Context: an optimization exercise on an open-source flow, tuned for small area, a short achievable clock period and few clock cycles. The choices shown serve that exercise and are no tape-out recipe.
Where RTL was checked, it was by simulation tests only, not by an equivalence proof against the original.

==> v32: inputs <==
Design hsv2rgb_stream, start of the top module:
module hsv2rgb_stream (
    input  wire        clk,
    input  wire        rst,         
    input  wire        in_valid,
    output wire        in_ready,
    input  wire [23:0] in_hsv,      
    output reg         out_valid,
    input  wire        out_ready,
    output wire [31:0] out_rgba     
);
    reg sk_valid;
    wire en = !sk_valid;
    assign in_ready = en;
    wire [7:0] a0, b0;
    wire [1:0] grp;
    gr_hue u_hue (.h(in_hsv[23:16]), .a0(a0), .b0(b0), .grp(grp));
    reg        v1;
    reg [7:0]  a0_q, b0_q, s_q, v1_q;
    reg [1:0]  grp_q;
    always @(posedge clk) begin
        if (rst)
            v1 <= 1'b0;
        else if (en)
            v1 <= in_valid;
        if (en) begin
            a0_q <= a0; b0_q <= b0; grp_q <= grp;
            s_q  <= in_hsv[15:8]; v1_q <= in_hsv[7:0];
        end
    end
    wire [7:0] r1, g1, b1;
    gr_sat u_sat (.a0(a0_q), .b0(b0_q), .grp(grp_q), .s(s_q), .r1(r1), .g1(g1), .b1(b1));
    reg        v2;
    reg [7:0]  r1_q, g1_q, b1_q, v2_q;
    always @(posedge clk) begin
        if (rst)
            v2 <= 1'b0;
        else if (en)
            v2 <= v1;
        if (en) begin
            r1_q <= r1; g1_q <= g1; b1_q <= b1; v2_q <= v1_q;
        end
    end
    wire [23:0] rgb;
    gr_val u_val_r (.c(r1_q), .v(v2_q), .y(rgb[23:16]));
    gr_val u_val_g (.c(g1_q), .v(v2_q), .y(rgb[15:8]));
    gr_val u_val_b (.c(b1_q), .v(v2_q), .y(rgb[7:0]));
    wire push     = v2 && en;                   
    wire out_free = !out_valid || out_ready;    
    reg  [23:0] sk_rgb, out_rgb;
    always @(posedge clk) begin
        if (rst) begin
            out_valid <= 1'b0;
            sk_valid  <= 1'b0;
        end else begin
            if (out_free)
  ...
==> module gr_sat, before the edit <==
module gr_sat (
    input  wire [7:0] a0,
    input  wire [7:0] b0,
    input  wire [1:0] grp,
    input  wire [7:0] s,
    output reg  [7:0] r1,
    output reg  [7:0] g1,
    output reg  [7:0] b1
);
    wire s0   = (s == 8'd0);
    wire s255 = (s == 8'd255);
    wire [7:0] am, bm;
    gr_sat_mul u_a (.c(a0), .s(s), .y(am));
    gr_sat_mul u_b (.c(b0), .s(s), .y(bm));
    wire [7:0] a1 = s0 ? 8'd255 : (s255 && a0 == 8'd0) ? 8'd0 : am;
    wire [7:0] c1 = s0 ? 8'd255 : (s255 && b0 == 8'd0) ? 8'd0 : bm;
    wire [7:0] z1 = s0 ? 8'd255 : s255 ? 8'd0 : 8'd0 - s;
    always @(*) begin
        case (grp)
            2'd0:    begin r1 = a1; g1 = c1; b1 = z1; end
            2'd1:    begin r1 = z1; g1 = a1; b1 = c1; end
            default: begin r1 = a1; g1 = z1; b1 = c1; end
        endcase
    end
endmodule
==> module gr_val, before the edit <==
module gr_val (
    input  wire [7:0] c,
    input  wire [7:0] v,
    output wire [7:0] y
);
    wire [7:0] m;
    gr_val_mul u_m (.c(c), .v(v), .y(m));
    wire kill = (v == 8'd0) || (v == 8'd255 && c == 8'd0);
    assign y = kill ? 8'd0 : m;
endmodule
export LEC_CHECK = 0
export CAP_MARGIN = 20
export CORE_MARGIN = 2
export CORE_UTILIZATION = 40
export SLEW_MARGIN = 20
create_clock -name core_clock -period 17.0 [get_ports {clk}]
standard.sh (not shown) runs the stock make flow with config.mk's settings and CLKGATE_MAP_FILE= SYNTH_SCRIPT=/design/flow/synth_recipe.tcl, a recipe that flattens the netlist after the stock synthesis.
==> flow/flow/run.sh <==
#!/bin/bash
# The standard layout, with repair_timing aiming for 10 ns of setup slack
# (at the design's clock period and constraints) instead of 0.
set -euo pipefail
bash standard.sh SETUP_SLACK_MARGIN=10 finish > standard_flow.log 2>&1
==> v22: changes against v32 <==
==> flow/run.sh (new file) <==
#!/bin/bash
# synth_recipe.tcl (not shown) runs the flow's synth.tcl, then flattens the netlist and writes it again
# the make line also repeats each setting of config.mk as NAME=value (left out here)
make -C /OpenROAD-flow-scripts/flow DESIGN_CONFIG=/design/flow/config.mk WORK_HOME=/design/flow/orfs CLKGATE_MAP_FILE= SYNTH_SCRIPT=/design/flow/synth_recipe.tcl finish
removed: flow/flow/run.sh
removed: flow/standard.sh
==> v21: changes against v32 <==
--- a/flow/design.v
+++ b/flow/design.v
@@ -78,5 +78,8 @@
     gr_sat_mul u_b (.c(b0), .s(s), .y(bm));
-    wire [7:0] a1 = s0 ? 8'd255 : (s255 && a0 == 8'd0) ? 8'd0 : am;
-    wire [7:0] c1 = s0 ? 8'd255 : (s255 && b0 == 8'd0) ? 8'd0 : bm;
-    wire [7:0] z1 = s0 ? 8'd255 : s255 ? 8'd0 : 8'd0 - s;
+    wire       ka = s255 && a0 == 8'd0;
+    wire       kb = s255 && b0 == 8'd0;
+    wire [7:0] ns = 8'd0 - s;
+    wire [7:0] a1 = {am[7:1] | {7{s0}}, (am[0] & !ka) | s0};
+    wire [7:0] c1 = {bm[7:1] | {7{s0}}, (bm[0] & !kb) | s0};
+    wire [7:0] z1 = {ns[7:1] | {7{s0}}, (ns[0] & !s255) | s0};
     always @(*) begin
@@ -97,3 +100,3 @@
     wire kill = (v == 8'd0) || (v == 8'd255 && c == 8'd0);
-    assign y = kill ? 8'd0 : m;
+    assign y = {m[7:1], m[0] & !kill};
 endmodule
==> flow/flow/run.sh (replaced) <==
#!/bin/bash
# The standard layout, with: port buffers made of buf_2 cells; clock tree from
# clkbuf_4/clkbuf_8 with larger sink clusters and no dummy loads; repair_timing
# aiming for 11.5 ns of setup slack (at the design's clock period and constraints).
set -euo pipefail
bash standard.sh \
  "BUFFER_PORTS_ARGS=-buffer_cell sky130_fd_sc_hd__buf_2" \
  "CTS_ARGS=-sink_clustering_enable -repair_clock_nets -buf_list {sky130_fd_sc_hd__clkbuf_4 sky130_fd_sc_hd__clkbuf_8} -sink_clustering_size 30 -sink_clustering_max_diameter 80 -dont_use_dummy_load" \
  SETUP_SLACK_MARGIN=11.5 finish > standard_flow.log 2>&1
Settings changed: CAP_MARGIN 20 to 5, CORE_UTILIZATION 40 to 65, CTS_BUF_LIST from default to sky130_fd_sc_hd__clkbuf_4 sky130_fd_sc_hd__clkbuf_8, PLACE_DENSITY from default to 0.75, SLEW_MARGIN 20 to 5.
==> comparison <==
Of v22 and v21, v21 has the higher first-iteration DRC count (gap 22%, measured against v21).
Cell area, highest first: v32, v22, v21.
Final cell count, highest first: v32, v22, v21.
==> figures <==
|  | v21 | v32 | v22 |
|---|---|---|---|
| Status | timing/DRC/antenna clean | timing/DRC/antenna clean | timing/DRC/antenna clean |
| Clock-pin slew reported for the worst setup and hold paths after clock tree synthesis | 0.07 ns | 0.06 ns | 0.06 ns |
| Design area | 15900 µm² | 16200 µm² | 16200 µm² |
| Number of violations reported at the end of detailed-routing iteration 0 | 664 | 500 | 520 |
| Tap cells | 285 | 461 | 461 |
| Post-route core utilization | 70.6% | 45.4% | 45.3% |
| Number of distinct library cell variants in the gate-level netlist after synthesis | 72 | 67 | 67 |
| Post-route setup slack | 10.93 ns | 10.21 ns | 9.81 ns |
| Worst hold margin | 0.423 ns | 0.414 ns | 0.414 ns |
| Setup Buffers After CTS | 19 | 1 | 0 |
Testbench counts of v32, summed over its fixed seeds: cycles 32,024.
Testbench counts of v22, summed over its fixed seeds: cycles 32,024.
For v21, only the layout was checked, not whether the RTL still works.

-- afterwards: timing with drivers on the ports --
In the flow no input, the clock included, has a driving cell. The finished layouts below were timed again as built, in two steps.
Step 1, drivers: a clkbuf_16 drives clk and a buf_2 each remaining input, both assumed.
Step 2, shift: input delay + t, output delay - t, t = (earliest + latest rising clock arrival at the registers) / 2. This alone moves slack from input paths to output paths.
Slacks: ideal / step 1 / step 2; pairs: ideal / step 1.
| run | t (ns) | setup slack, ns | worst hold slack (ns) |
|---|---|---|---|
| v32 | 0.492 | 10.210 / 10.235 / 9.743 | 0.414 / 0.414 / 0.414 |
| v22 | 0.492 | 9.809 / 9.831 / 9.339 | 0.414 / 0.414 / 0.414 |
| v21 | 0.488 | 10.933 / 10.913 / 10.425 | 0.423 / 0.423 / 0.423 |
After both steps every run listed still meets setup and hold. The setup slack of v21, which loses most, moves by -0.020 ns with the drivers and by -0.508 ns with both steps.
